This is an optimization exercise on Yosys and OpenROAD, whose aim is small area, not a production implementation.
In this exercise RTL edits were held to simulation tests only and were not proved equivalent to the original.
Power figures rest on the tool's default switching activity, not on a simulated workload.

**flow/run.sh**
```bash
#!/bin/bash
# synth_recipe.tcl (not shown) runs the flow's synth.tcl, then flattens the netlist and writes it again
# the make line also repeats each setting of config.mk as NAME=value (left out here)
make -C /OpenROAD-flow-scripts/flow DESIGN_CONFIG=/design/flow/config.mk WORK_HOME=/design/flow/orfs CLKGATE_MAP_FILE= SYNTH_SCRIPT=/design/flow/synth_recipe.tcl finish
```
**flow/config.mk**
```make
export PLATFORM = sky130hd
export DESIGN_NAME = jk2_frame_decoder
export DESIGN_NICKNAME = jk2_frame_decoder
export VERILOG_FILES = /design/flow/design.v
export SDC_FILE = /design/flow/constraint.sdc
export NUM_CORES = 4
export LEC_CHECK = 0
export CAP_MARGIN = 40
export CORE_MARGIN = 2
export CORE_UTILIZATION = 30
export PLACE_DENSITY = 0.45
export SLEW_MARGIN = 40
```
**flow/constraint.sdc**
```tcl
create_clock -name core_clock -period 20.0 [get_ports {clk}]
set_input_delay 4.0000 -clock core_clock [delete_from_list [all_inputs] [get_ports {clk}]]
set_output_delay 4.0000 -clock core_clock [all_outputs]
set_load 0.01 [all_outputs]
```
**flow/design.v**
```verilog
module jk2_frame_decoder #(
    parameter integer LEN_LIMIT = 100,             
    parameter integer CAP       = LEN_LIMIT + 3,   
    parameter integer AW        = 9
) (
    input  wire          clk,
    input  wire          rst,
    input  wire          in_valid,
    input  wire [7:0]    in_byte,
    output wire          in_ready,
    input  wire          take,
    output wire          frame_valid,
    output wire [2:0]    state,
    output wire [AW-1:0] count,
    output wire [AW-1:0] frame_len,
    input  wire [AW-1:0] rd_addr,
    output wire [7:0]    rd_data,
    output wire [3:0]    evt
);
    localparam [2:0] ST_EMPTY = 3'd0;
    localparam [2:0] ST_SAW1  = 3'd1;
    localparam [2:0] ST_AWLEN = 3'd2;
    localparam [2:0] ST_ACC   = 3'd3;
    localparam [2:0] ST_COMP  = 3'd4;
    localparam [3:0] EV_NONE       = 4'd0;
    localparam [3:0] EV_SKIP       = 4'd1;
    localparam [3:0] EV_PUSH       = 4'd2;
    localparam [3:0] EV_COMPLETE   = 4'd3;
    localparam [3:0] EV_HDR2_ERR   = 4'd4;
    localparam [3:0] EV_LEN_REJECT = 4'd5;
    localparam [3:0] EV_RESYNC     = 4'd6;
    localparam [3:0] EV_CSUM_ERR   = 4'd7;
    localparam [3:0] EV_OVERFLOW   = 4'd8;
    localparam [3:0] EV_TAKEN      = 4'd9;
    localparam [7:0] HDR1 = 8'hAA;
    localparam [7:0] HDR2 = 8'h55;
    reg [2:0]    st;
    reg [AW-1:0] cnt;
    reg [AW-1:0] len;
    reg [3:0]    ev;
    reg [7:0]    buf_mem [0:CAP-1];
    reg [7:0]    csum;
    reg [2:0]    st_n;
    reg [AW-1:0] cnt_n;
    reg [AW-1:0] len_n;
    reg [3:0]    ev_n;
    reg [7:0]    csum_n;
    reg          wr_en;       
    wire reserved_st = (st > ST_COMP);
    wire do_take     = (st == ST_COMP) && take;
    wire do_adv      = (st != ST_COMP) && !reserved_st && in_valid;
    wire [AW-1:0] last_idx  = cnt - 1'b1;
    wire [7:0]    last_byte = buf_mem[last_idx];
    wire len_ok = (in_byte != 8'd0) && ({1'b0, in_byte} < LEN_LIMIT);
    wire [AW-1:0] cnt_inc = cnt + 1'b1;
    wire [7:0]    csum_upd = csum ^ in_byte;
    always @(*) begin
        st_n   = st;
        cnt_n  = cnt;
        len_n  = len;
        ev_n   = EV_NONE;
        csum_n = csum;
        wr_en  = 1'b0;
        if (reserved_st) begin
            st_n   = ST_EMPTY;
            cnt_n  = {AW{1'b0}};
            len_n  = {AW{1'b0}};
            csum_n = 8'd0;
        end else if (do_take) begin
            st_n   = ST_EMPTY;
            cnt_n  = {AW{1'b0}};
            len_n  = {AW{1'b0}};
            csum_n = 8'd0;
            ev_n   = EV_TAKEN;
        end else if (do_adv) begin
            case (st)
                ST_EMPTY: begin
                    if (in_byte == HDR1) begin
                        wr_en = 1'b1;
                        cnt_n = cnt_inc;
                        st_n  = ST_SAW1;
                        ev_n  = EV_PUSH;
                    end else begin
                        ev_n  = EV_SKIP;
                    end
                end
                ST_SAW1: begin
                    if (in_byte == HDR2) begin
                        wr_en = 1'b1;
                        cnt_n = cnt_inc;
                        st_n  = ST_AWLEN;
                        ev_n  = EV_PUSH;
                    end else begin
                        cnt_n = {AW{1'b0}};
                        len_n = {AW{1'b0}};
                        st_n  = ST_EMPTY;
                        ev_n  = EV_HDR2_ERR;
                    end
                end
                ST_AWLEN: begin
                    if (len_ok) begin
                        wr_en  = 1'b1;
                        cnt_n  = cnt_inc;
                        len_n  = {{(AW-8){1'b0}}, in_byte} + 4;
                        csum_n = in_byte;
                        st_n   = ST_ACC;
                        ev_n   = EV_PUSH;
                    end else begin
                        ev_n   = EV_LEN_REJECT;
                    end
                end
                ST_ACC: begin
                    if (last_byte == HDR1 && in_byte == HDR2) begin
                        wr_en  = 1'b0;
                        cnt_n  = 2;
                        len_n  = {AW{1'b0}};
                        csum_n = 8'd0;
                        st_n   = ST_AWLEN;
                        ev_n   = EV_RESYNC;
                    end else if (cnt == CAP) begin
                        cnt_n  = {AW{1'b0}};
                        len_n  = {AW{1'b0}};
                        csum_n = 8'd0;
                        st_n   = ST_EMPTY;
                        ev_n   = EV_OVERFLOW;
                    end else begin
                        wr_en  = 1'b1;
                        cnt_n  = cnt_inc;
                        csum_n = csum_upd;
                        if (cnt_inc < len) begin
                            ev_n = EV_PUSH;
                        end else if (csum_upd == 8'd0) begin
                            st_n = ST_COMP;
                            ev_n = EV_COMPLETE;
                        end else begin
                            cnt_n  = {AW{1'b0}};
                            len_n  = {AW{1'b0}};
                            csum_n = 8'd0;
                            st_n   = ST_EMPTY;
                            ev_n   = EV_CSUM_ERR;
                        end
                    end
                end
                default: ;
            endcase
        end
    end
    always @(posedge clk) begin
        if (rst) begin
            st   <= ST_EMPTY;
            cnt  <= {AW{1'b0}};
            len  <= {AW{1'b0}};
            ev   <= EV_NONE;
            csum <= 8'd0;
        end else begin
            st   <= st_n;
            cnt  <= cnt_n;
            len  <= len_n;
            ev   <= ev_n;
            csum <= csum_n;
        end
    end
    integer i;
    always @(posedge clk) begin
        for (i = 0; i < CAP; i = i + 1) begin
            if (!rst && wr_en && cnt == i)
                buf_mem[i] <= in_byte;
        end
    end
    assign in_ready    = (st != ST_COMP);
    assign frame_valid = (st == ST_COMP);
    assign state       = st;
    assign count       = cnt;
    assign frame_len   = len;
    assign evt         = ev;
    assign rd_data     = (rd_addr < CAP) ? buf_mem[rd_addr] : 8'h00;
endmodule
```
==> results.json <==
{
  "status": "complete, no violations",
  "cts_resized": 0,
  "worstSetupPathType": "in2out",
  "worst_slew_pin_slew_ns": 1.07,
  "p_leak_uw": 0.0150,
  "synthFlopType": "edfxtp_1",
  "drt_iter0_markers": 11100,
  "cp.arrival_ns": 9.21,
  "finalNetCount": 3509,
  "routed-wl-met2_um": 151000,
  "yosysTopAreaCellShare_pct": 61.5,
  "wl_met1_um": 143000,
  "start_util_pct": 30.2,
  "synth_fp_nets": 3261,
  "slowest_stage": "and3_1",
  "maxSlewHeadroom_pct": 27.6,
  "cp-end-kind": "primary output",
  "vias": 43900,
  "crit_chain": "clkdlybuf4s50_1 > buf_4 > nor2_1 > nand2_1 > nor2_1 > buf_4 > nor4_1 > nand4_1 > nor4_1 > and3_1 > nand2_1 > a31oi_1 > clkdlybuf4s50_1",
  "insertion_delay_ns": 0.79,
  "place.gp.congestion": 1.23,
  "grt_setup_unrepaired": "no",
  "antenna_found_initial": 70,
  "path_max_fanout": 14,
  "grt_pass1_wl_um": 493000,
  "synth_area_mm2": 0.0402,
  "clockBufferDepth": 3,
  "ir_drop_uv": 68.9,
  "cts_tree": "done",
  "fin_worst_skew_ns": 0.0501,
  "wl_met3_um": 65900,
  "grt_max_degree": 63,
  "drt_pass1_iterations": 8,
  "ys_warn_count": 2,
  "die_w_um": 370,
  "ys_seq_area_share_pct": 63.2,
  "drive_gt1_share_pct": 20.4,
  "synthCells": 3221,
  "yosysTopAreaCell": "edfxtp_1",
  "post_cts_buffers": 0,
  "period_minus_slack_ns": 13.21,
  "htreeDepth": 3,
  "routedWlPerCell_um": 76.1,
  "cp-start-kind": "primary input",
  "async_flop_share_pct": 0,
  "cts_buffers": 100,
  "vias_per_cell": 8.17,
  "clock-sinks": 857,
  "dp_hpwl_um": 312000,
  "synth_edf_count": 824,
  "synth-seq-cells": 857,
  "max_freq_ghz": 0.0757,
  "setup-violations-final": 0,
  "core_mm2": 0.133,
  "power.density_mw_per_mm2": 89.4,
  "area_growth_pct": 21.9,
  "utilization_pct": 36.8,
  "top_layer_used": "met5",
  "core.rowCount": 134,
  "clk_pin_slew_ns": 0.06,
  "synth.distinct_cells": 93,
  "synthTopCellsByArea": "edfxtp_1 (62%), a22oi_1 (3.9%), a22o_1 (3.8%), a221oi_1 (3.5%), nand3_1 (3.4%)",
  "die-area_mm2": 0.137,
  "slew_viol_final": 0,
  "port_buffers": 55,
  "critPathMaxStageDelay_ns": 0.68,
  "synthMostInstantiatedCell": "edfxtp_1",
  "grt.total_usage_pct": 58.3,
  "required_ns": 16.00,
  "gr-total-overflow": 0,
  "grt_pass1_vias": 37300,
  "pin_count": 56,
  "cts_hold_buf": 0,
  "post-route-period-util_pct": 66.0,
  "maxCapViolCount": 0,
  "wl_um": 409000,
  "drc_errors": 0,
  "min_path_type": "reg2reg",
  "syn_avg_cell_area_um2": 12.5,
  "synth_commonest_cells": "edfxtp_1 (824), nor2_1 (289), nand3_1 (270)",
  "die_h_um": 370,
  "clockRootBuffer": "clkbuf_16",
  "ant_nets": 0,
  "setup_tns_ns": 0,
  "finalHoldViolations": 0
}
## cells by family (layout without fill, tap and decap cells)
family                     after synthesis  in the layout  synth area share (%)
AOI/OAI and AO/OA                      966            966                  18.7
other                                    0             62                     0
buffers and inverters                  235            563                  2.41
muxes                                   29             29                 0.989
DFF                                    857            857                  63.2
adders and majority gates               19             19                 0.591
xor gates and xnor gates                22             22                 0.479
and+or+nand+nor                       1093           1093                  13.7
## area by class of cell
cell class | instances | area, µm²
fillers | 13000 | 84300
flip-flops and latches | 857 | 25400
multi-input cells | 2129 | 14800
repair buffers | 355 | 2930
clock buffers | 109 | 2540
well taps | 1768 | 2210
clock inverters | 73 | 916
diodes | 62 | 155
inverters | 26 | 97.6
## cell usage in the layout, fill, tap and decap left out, types with 16 or more instances in the layout
cell type,count
o211ai_1,40
nand4_1,125
nand3_1,269
o21ai_0,55
nor2b_1,16
a221oi_1,160
nand2_1,161
and3_1,20
nor4_1,53
nor2_2,115
clkbuf_16,101
clkinv_2,19
buf_4,276
nor2_1,132
a22oi_1,203
o22ai_1,36
a22o_1,173
a32oi_1,20
edfxtp_1,824
a21oi_1,66
dfxtp_1,33
a31oi_1,39
nor2_4,42
nor3_1,35
a222oi_1,31
diode_2,62
clkdlybuf4s50_1,47
or4_1,17
inv_1,26
## final timing paths
check	to	cells past startpoint	slack, ns	start
max	rd_data[2]	13	6.79	rd_addr[0]
min	len[4]$_SDFFE_PP0P_	2	0.48	len[4]$_SDFFE_PP0P_
max reg2reg	buf_mem[6][3]$_DFFE_PP_	17	10.29	cnt[1]$_SDFFE_PP0P_
min reg2reg	len[4]$_SDFFE_PP0P_	2	0.48	len[4]$_SDFFE_PP0P_
## worst max-delay path, delay by kind of cell
| kind | cells | cell delay (ns) |
|---|---|---|
| simple gates | 8 | 3.02 |
| buf+inv | 4 | 1.72 |
| compound gates | 1 | 0.43 |
## metrics by stage
stage | setup slack (ns) | total power [µW] | hold slack (ns) | cells | area [µm²]
2_1_floorplan | 9.81 | 2140 | 0.454 | 3221 | 40200
3_3_place_gp | 6.89 | 2370 | 0.465 | 5093 | 44600
3_5_place_dp | 7.19 | 2370 | 0.471 | 5120 | 45200
4_1_cts | 7.18 | 4310 | 0.479 | 5302 | 48700
5_1_grt | 7.01 | 4400 | 0.498 | 5329 | 48900
6_report | 6.79 | 4380 | 0.475 | 5379 | 49000
## report_power, final
part	switching (µW)	leakage, µW	internal (µW)
clock network	896	0.00167	1110
logic	328	0.00570	80.7
registers	2.30	0.00767	1970
## registers in the layout, indices dropped and copies added, names as in the netlist
register	cells
len	9
buf_mem	824
ev	4
st	3
csum	8
cnt	9
## layer usage
metal	GRT usage [%]	vias to the layer above
met3	34.7	1790
met4	52.7	34
met5	2.13	-
met1	66.8	22500
met2	74.5	5601
li1	-	14000

separate check: timing with driven ports:
The results above use ideal ports. As a check the final layout listed here was re-extracted and re-timed, cells and wires unchanged. Step 1 (the two cells are an assumption about what drives the block):
set clk [get_ports {clk}]
set_driving_cell -lib_cell sky130_fd_sc_hd__clkbuf_16 $clk
set_driving_cell -lib_cell sky130_fd_sc_hd__buf_2 [delete_from_list [all_inputs] $clk]
Step 2 moves the port delays by t, midway between the first and last clock arrival at a register: inputs arrive t later, outputs are due t later. That takes back most of the time a late clock gives input paths. a / b / c = ideal / step 1 / step 2; a / b = the first two.
t (ns): 0.861
slack for setup (ns): 6.792 / 6.763 / 6.763
cell pins on the clock port's net: 1
After both steps this run still meets setup and hold. For this run, drivers alone change the setup slack by -0.029 ns; drivers and shift together by -0.029 ns.
